From an optimization exercise on the open Yosys and OpenROAD flow, aimed at small area and few clock cycles; shortcuts taken in it are not production practice. In this exercise RTL edits were held to simulation tests only and were not proved equivalent to the original. No activity file was given, so power comes from the tool's default toggle rates.

### flow/design.v
module beast_deframer (
    input  wire         clk,
    input  wire         rst,           
    input  wire         in_valid,
    output wire         in_ready,
    input  wire [1:0]   in_kind,       
    input  wire [7:0]   in_data,
    output wire         out_valid,
    input  wire         out_ready,
    output wire [2:0]   out_kind,
    output wire [47:0]  out_ts,
    output wire [7:0]   out_sig,
    output wire [7:0]   out_type,
    output wire [3:0]   out_plen,
    output wire [111:0] out_payload
);
    localparam [1:0] K_BYTE = 2'd0;
    localparam [1:0] K_EOS  = 2'd1;
    localparam [2:0] EV_FRAME       = 3'd0;
    localparam [2:0] EV_LONE_ESCAPE = 3'd1;
    localparam [2:0] EV_UNKNOWN     = 3'd2;
    localparam [2:0] EV_TRUNCATED   = 3'd3;
    localparam [2:0] EV_TRANSPORT   = 3'd4;
    localparam [2:0] EV_END         = 3'd5;
    localparam [2:0] S_AWAIT_ESC = 3'd0;
    localparam [2:0] S_TYPE      = 3'd1;
    localparam [2:0] S_BODY      = 3'd2;
    localparam [2:0] S_BODY_ESC  = 3'd3;
    localparam [2:0] S_END       = 3'd4;
    localparam [7:0] ESC = 8'h1A;
    reg [2:0] st;
    reg [7:0] ftype;
    reg [4:0] cnt;
    reg [7:0] body [0:20];
    reg [1:0] evq_count;
    reg [2:0] evq_kind [0:1];
    reg [7:0] evq_byte [0:1];
    function automatic known_type(input [7:0] t);
        known_type = (t == 8'h31) || (t == 8'h32) || (t == 8'h33);
    endfunction
    function automatic [3:0] plen_of(input [7:0] t);
        case (t)
            8'h31:   plen_of = 4'd2;
            8'h32:   plen_of = 4'd7;
            default: plen_of = 4'd14;
        endcase
    endfunction
    function automatic [4:0] need_of(input [7:0] t);
        need_of = 5'd7 + {1'b0, plen_of(t)};
    endfunction
    wire evq_empty = (evq_count == 2'd0);
    assign in_ready  = evq_empty && (st != S_END) && out_ready;
    assign out_valid = !evq_empty || (st == S_END);
    wire step = in_valid && in_ready;
    wire pop  = out_valid && out_ready && !evq_empty;
    reg  [2:0] st_n;
    reg  [7:0] ftype_n;
    reg  [4:0] cnt_n;
    reg        store;        
    reg  [7:0] store_byte;
    reg  [1:0] n_ev;         
    reg  [2:0] ev0_kind, ev1_kind;
    reg  [7:0] ev0_byte, ev1_byte;
    wire is_byte = (in_kind == K_BYTE);
    wire is_eos  = (in_kind == K_EOS);
    wire is_esc  = is_byte && (in_data == ESC);
    always @* begin
        st_n       = st;
        ftype_n    = ftype;
        cnt_n      = cnt;
        store      = 1'b0;
        store_byte = in_data;
        n_ev       = 2'd0;
        ev0_kind   = EV_FRAME;
        ev0_byte   = 8'h00;
        ev1_kind   = EV_FRAME;
        ev1_byte   = 8'h00;
        if (!is_byte) begin
            cnt_n = 5'd0;
            st_n  = S_END;
            if (is_eos) begin
                if (st != S_AWAIT_ESC) begin
                    n_ev     = 2'd1;
                    ev0_kind = EV_TRUNCATED;
                end
            end else begin
                n_ev     = 2'd1;
                ev0_kind = EV_TRANSPORT;
            end
        end else begin
            case (st)
                S_AWAIT_ESC: begin
                    if (is_esc)
                        st_n = S_TYPE;
                end
                S_TYPE: begin
                    cnt_n = 5'd0;
                    if (known_type(in_data)) begin
                        ftype_n = in_data;
                        st_n    = S_BODY;
                    end else begin
                        n_ev     = 2'd1;
                        ev0_kind = EV_UNKNOWN;
                        ev0_byte = in_data;
                        st_n     = S_AWAIT_ESC;
                    end
                end
                S_BODY: begin
                    if (is_esc)
                        st_n = S_BODY_ESC;
                    else
                        store = 1'b1;
                end
                S_BODY_ESC: begin
                    if (is_esc) begin
                        store = 1'b1;
                    end else begin
                        n_ev     = 2'd1;
                        ev0_kind = EV_LONE_ESCAPE;
                        cnt_n    = 5'd0;
                        if (known_type(in_data)) begin
                            ftype_n = in_data;
                            st_n    = S_BODY;
                        end else begin
                            n_ev     = 2'd2;
                            ev1_kind = EV_UNKNOWN;
                            ev1_byte = in_data;
                            st_n     = S_AWAIT_ESC;
                        end
                    end
                end
                default: ;
            endcase
            if (store) begin
                if (cnt + 5'd1 == need_of(ftype)) begin
                    n_ev     = 2'd1;
                    ev0_kind = EV_FRAME;
                    ev0_byte = ftype;
                    cnt_n    = 5'd0;
                    st_n     = S_AWAIT_ESC;
                end else begin
                    cnt_n = cnt + 5'd1;
                    st_n  = S_BODY;
                end
            end
        end
    end
    always @(posedge clk) begin
        if (rst) begin
            st        <= S_AWAIT_ESC;
            cnt       <= 5'd0;
            evq_count <= 2'd0;
        end else if (step) begin
            st        <= st_n;
            cnt       <= cnt_n;
            evq_count <= n_ev;
        end else if (pop) begin
            evq_count <= evq_count - 2'd1;
        end
    end
    always @(posedge clk) begin
        if (step) begin
            ftype <= ftype_n;
            if (n_ev != 2'd0) begin
                evq_kind[0] <= ev0_kind;
                evq_byte[0] <= ev0_byte;
                evq_kind[1] <= ev1_kind;
                evq_byte[1] <= ev1_byte;
            end
        end else if (pop) begin
            evq_kind[0] <= evq_kind[1];
            evq_byte[0] <= evq_byte[1];
        end
    end
    integer i;
    always @(posedge clk) begin
        if (step && store) begin
            for (i = 0; i < 21; i = i + 1)
                if (cnt == i[4:0])
                    body[i] <= store_byte;
        end
    end
    wire [3:0] plen = plen_of(ftype);
    assign out_kind = evq_empty ? EV_END : evq_kind[0];
    assign out_type = evq_byte[0];
    assign out_plen = plen;
    assign out_sig  = body[6];
    assign out_ts   = {body[0], body[1], body[2], body[3], body[4], body[5]};
    genvar k;
    generate
        for (k = 0; k < 14; k = k + 1) begin : g_payload
            assign out_payload[111 - 8*k -: 8] = (k < plen) ? body[7 + k] : 8'h00;
        end
    endgenerate
endmodule
### flow/run.sh
#!/bin/bash
# synth_recipe.tcl (not shown) runs the flow's synth.tcl, then flattens the netlist and writes it again
# the make line also repeats each setting of config.mk as NAME=value (left out here)
make -C /OpenROAD-flow-scripts/flow DESIGN_CONFIG=/design/flow/config.mk WORK_HOME=/design/flow/orfs CLKGATE_MAP_FILE= SYNTH_SCRIPT=/design/flow/synth_recipe.tcl finish
### flow/config.mk
export PLATFORM = sky130hd
export DESIGN_NAME = beast_deframer
export DESIGN_NICKNAME = beast_deframer
export VERILOG_FILES = /design/flow/design.v
export SDC_FILE = /design/flow/constraint.sdc
export NUM_CORES = 4
export LEC_CHECK = 0
export CAP_MARGIN = 20
export CORE_MARGIN = 2
export CORE_UTILIZATION = 40
export SLEW_MARGIN = 20
### flow/constraint.sdc
create_clock -name core_clock -period 5.0 [get_ports {clk}]
set_input_delay 1.0000 -clock core_clock [delete_from_list [all_inputs] [get_ports {clk}]]
set_output_delay 1.0000 -clock core_clock [all_outputs]
set_load 0.01 [all_outputs]
==> results.sh <==
export IMPL_setup_viol=0
export IMPL_ios=199
export IMPL_cp_top_family="buffers and inverters"
export IMPL_yosysWarnings=4
export IMPL_critPathKind="flop to output port"
export IMPL_required_ns=4.00
export IMPL_drtIter0Drc=391
export IMPL_yosys_area_top_type_share_pct=73.4
export IMPL_cts_tree="yes"
export IMPL_htreeDepth=1
export IMPL_worstHoldPathType="flop to flop"
export IMPL_synth_area_leaders="edfxtp_1, and2_1, dfxtp_1"
export IMPL_grt_max_degree=58
export IMPL_cts_setup_buffers=0
export IMPL_routabilityCongestion=0.843
export IMPL_die_h_um=146
export IMPL_worstMarginPinSlew_ns=0.729
export IMPL_synth_cells=525
export IMPL_p_comb_share_pct=4.5
export IMPL_p_int_uw=3000
export IMPL_ys_flop_type="edfxtp_1"
export IMPL_final_common_cell="clkdlybuf4s50_1"
export IMPL_worst_path_stages=8
export IMPL_dp_hpwl_um=13600
export IMPL_synth_edf_count=196
export IMPL_dieArea_mm2=0.0212
export IMPL_antenna_left=0
export IMPL_cp_slowest_cell="clkdlybuf4s50_1"
export IMPL_clock_sinks=206
export IMPL_p_per_area_mw_per_mm2=337
export IMPL_crit_buf_inv=4
export IMPL_timing_rr_start="st[1]"
export IMPL_cp_endpoint="out_payload[53]"
export IMPL_cts_resized=0
export IMPL_cts_max_path_buffers=3
export IMPL_antenna_found_initial=1
export IMPL_outcome="no timing/DRC/antenna violations"
export IMPL_reg2reg_depth=6
export IMPL_tns_ns=0
export IMPL_crit_chain="and4bb_2, nand4_1, buf_4, inv_1, nor2_2, buf_4, and2_1, clkdlybuf4s50_1"
export IMPL_synthArstFlopShare_pct=0
export IMPL_insertion_delay_ns=0.50
export IMPL_fill_cells=1605
export IMPL_synth_nets=545
export IMPL_rows=51
export IMPL_drv_cap=0
export IMPL_max_stage_delay_ns=0.54
export IMPL_p_sw_share_pct=19.7
export IMPL_fin_crit_ns=3.89
export IMPL_grt_ovfl_total=0
export IMPL_cts_buffers=22
export IMPL_drc=0
export IMPL_arrival_ns=2.89
export IMPL_start_kind="flop"
export IMPL_drive_above_1_share_pct=9.11
export IMPL_mostFrequentLayoutCells="clkdlybuf4s50_1, edfxtp_1, and2_1, nor2_1, clkbuf_16"
export IMPL_vias=5033
export IMPL_coreArea_mm2=0.0196
export IMPL_final_setup_worst_slack_ns=1.11
export IMPL_hold_viol=0
export IMPL_synth_seq_cells=206
export IMPL_path_max_fanout=57
export IMPL_synth_distinct_cells=54
export IMPL_num_antenna_cells=0
export IMPL_reg2reg_to="body[4][3]"
export IMPL_vias_per_cell=4.92
export IMPL_cts_root_buf="clkbuf_16"
export IMPL_pwr_share_clk_pct=44.1
export IMPL_fmax_mhz=257
export IMPL_synth_area_leader_cell="edfxtp_1"
export IMPL_grt_pass1_wl_um=30700
export IMPL_port_buffers=197
export IMPL_cts_hold_buffers=0
export IMPL_critPathCaptureType="output port"
export IMPL_grt_usage_pct=18.9
export IMPL_slew_headroom_pct=50.9
export IMPL_fp_dieW_um=146
export IMPL_p_sw_uw=737
export IMPL_skew_ns=0.0119
export IMPL_syn_area_per_cell_um2=15.3
export IMPL_min_period_over_period_pct=77.8
export IMPL_seq_area_frac_synth_pct=75.9
export IMPL_seqPwrFrac_pct=51.5
export IMPL_nNetsFinal=761
export IMPL_seq_area_mm2=0.00609
export IMPL_avgRoutedWirePerCell_um=19.8
export IMPL_wl_um=20200
export IMPL_vdd_drop_max_mv=0.227
export IMPL_reg2reg_slack_ns=1.34
export IMPL_syn_to_final_growth_pct=38.6
export IMPL_clkSlewWorstSetupHoldPaths_ns=0.06
export IMPL_multi_input_area_mm2=0.00177
export IMPL_cp_common_cell="buf_4"
export IMPL_rsz0062_at_grt="false"
export IMPL_grt_pass1_vias=5112
export IMPL_place_ws_ns=0.642
export IMPL_drv_slew=0
export IMPL_first_pass_iters=5
export IMPL_start_util_pct=40.9
export IMPL_p_leak_uw=0.00373
export IMPL_crit_start="ftype[5]"
export IMPL_synth_area_mm2=0.00801
==> worst min path at each step <==
stage	depth (start not counted)	startpoint	slack, ns	endpoint
floorplan	2	cnt[4]	0.46	cnt[4]
global placement	2	cnt[4]	0.48	cnt[4]
detailed placement	2	cnt[4]	0.49	cnt[4]
CTS	2	cnt[4]	0.50	cnt[4]
global route	2	cnt[4]	0.52	cnt[4]
finish	2	cnt[4]	0.50	cnt[4]
==> cell usage after synthesis, types with 3 or more instances <==
master,number
dfxtp_1,10
a21oi_1,9
o21ai_0,6
or2_2,3
nand2b_1,4
inv_1,19
a31oi_1,3
nor2b_1,4
nor2_1,26
o21ai_1,11
clkbuf_1,16
buf_2,4
ha_1,6
nor4_1,3
nand2_1,20
and2_1,108
nor3_1,14
edfxtp_1,196
o211ai_1,3
nand3_1,4
a22oi_1,9
o31ai_1,3
xnor2_1,3
==> logic make-up (layout without fill, tap and decap cells) <==
kind of cell / after synthesis / after routing / synth area share [%]
and+or+nand+nor: 208 / 208 / 15.7
DFF: 206 / 206 / 75.9
AOI/OAI and AO/OA: 59 / 59 / 4.93
buffers and inverters: 41 / 273 / 2.03
adders and majority gates: 6 / 6 / 0.937
xor gates and xnor gates: 4 / 4 / 0.437
other: 1 / 1 / 0.0468
==> metal layers <==
metal / routed length, um / share of wire (%) / vias to the layer above / track usage (%)
met5: 0 / 0 / - / 0
met4: 516 / 2.5 / 0 / 6.03
met3: 1190 / 5.9 / 31 / 3.29
met2: 10200 / 51 / 167 / 33.5
met1: 8300 / 41 / 2495 / 23.7
li1: - / - / 2340 / -
==> power by group through the flow <==
stage	combinational (uW)	sequential, uW	clock [uW]
2_1_floorplan	69.2	1960	0
3_3_place_gp	167	1960	0
3_5_place_dp	170	1960	0
4_1_cts	170	1920	1680
5_1_grt	183	1930	1740
6_report	167	1920	1650
==> sequential cells by signal, summed over array words and instances (netlist names) <==
register / flops
body: 168
evq_byte: 16
ftype: 8
cnt: 5
evq_kind: 4
st: 3
evq_count: 2
==> worst min-delay path: cells and delay by family, from the launching register on <==
family	cells	cell delay, ns
DFF	1	0.34
and+or+nand+nor	1	0.06
AOI/OAI and AO/OA	1	0.05
==> metrics by stage <==
stage	util [%]	power (uW)	std cells	hold slack [ns]	instance area, um2
after CTS	56.7	3770	1022	0.495	11100
final	56.7	3740	1022	0.496	11100
after global placement	52.9	2130	982	0.481	10400
after floorplan	-	2030	525	0.458	8010
after global routing	56.7	3850	1022	0.516	11100
after detailed placement	52.9	2130	982	0.488	10400
==> cell type report <==
type                    instances  area share [%]
clock buffers                  29            5.19
clock inverters                11            1.50
inverters                      19           0.642
multi-input cells             278            16.0
flip-flops and latches        206            54.8
well taps                     265            2.99
repair buffers                214            18.9
Testbench counts, summed over its fixed seeds: cycles 39,791.

## port drivers added, routing unchanged
The results above use ideal ports. As a check the final layout listed here was re-extracted and re-timed, cells and wires unchanged. Step 1 sets driving cells, clkbuf_16 on the clock port and buf_2 on the other inputs (assumed; they add their load-dependent delay and slew). Step 2 times the ports against the registers' clock, not the clock port: input delays grow and output delays shrink by t, the midpoint of the rising clock arrivals with the driver on. Slacks: ideal ports / drivers / drivers and shift; pairs: ideal ports / drivers.
t, ns: 0.537
setup slack, ns: 1.109 / 1.067 / 0.617
worst data-port slew with drivers (ns): 0.04
After both steps setup and hold are still met in this run. For this run, drivers alone change the setup slack by -0.042 ns; drivers and shift together by -0.492 ns.
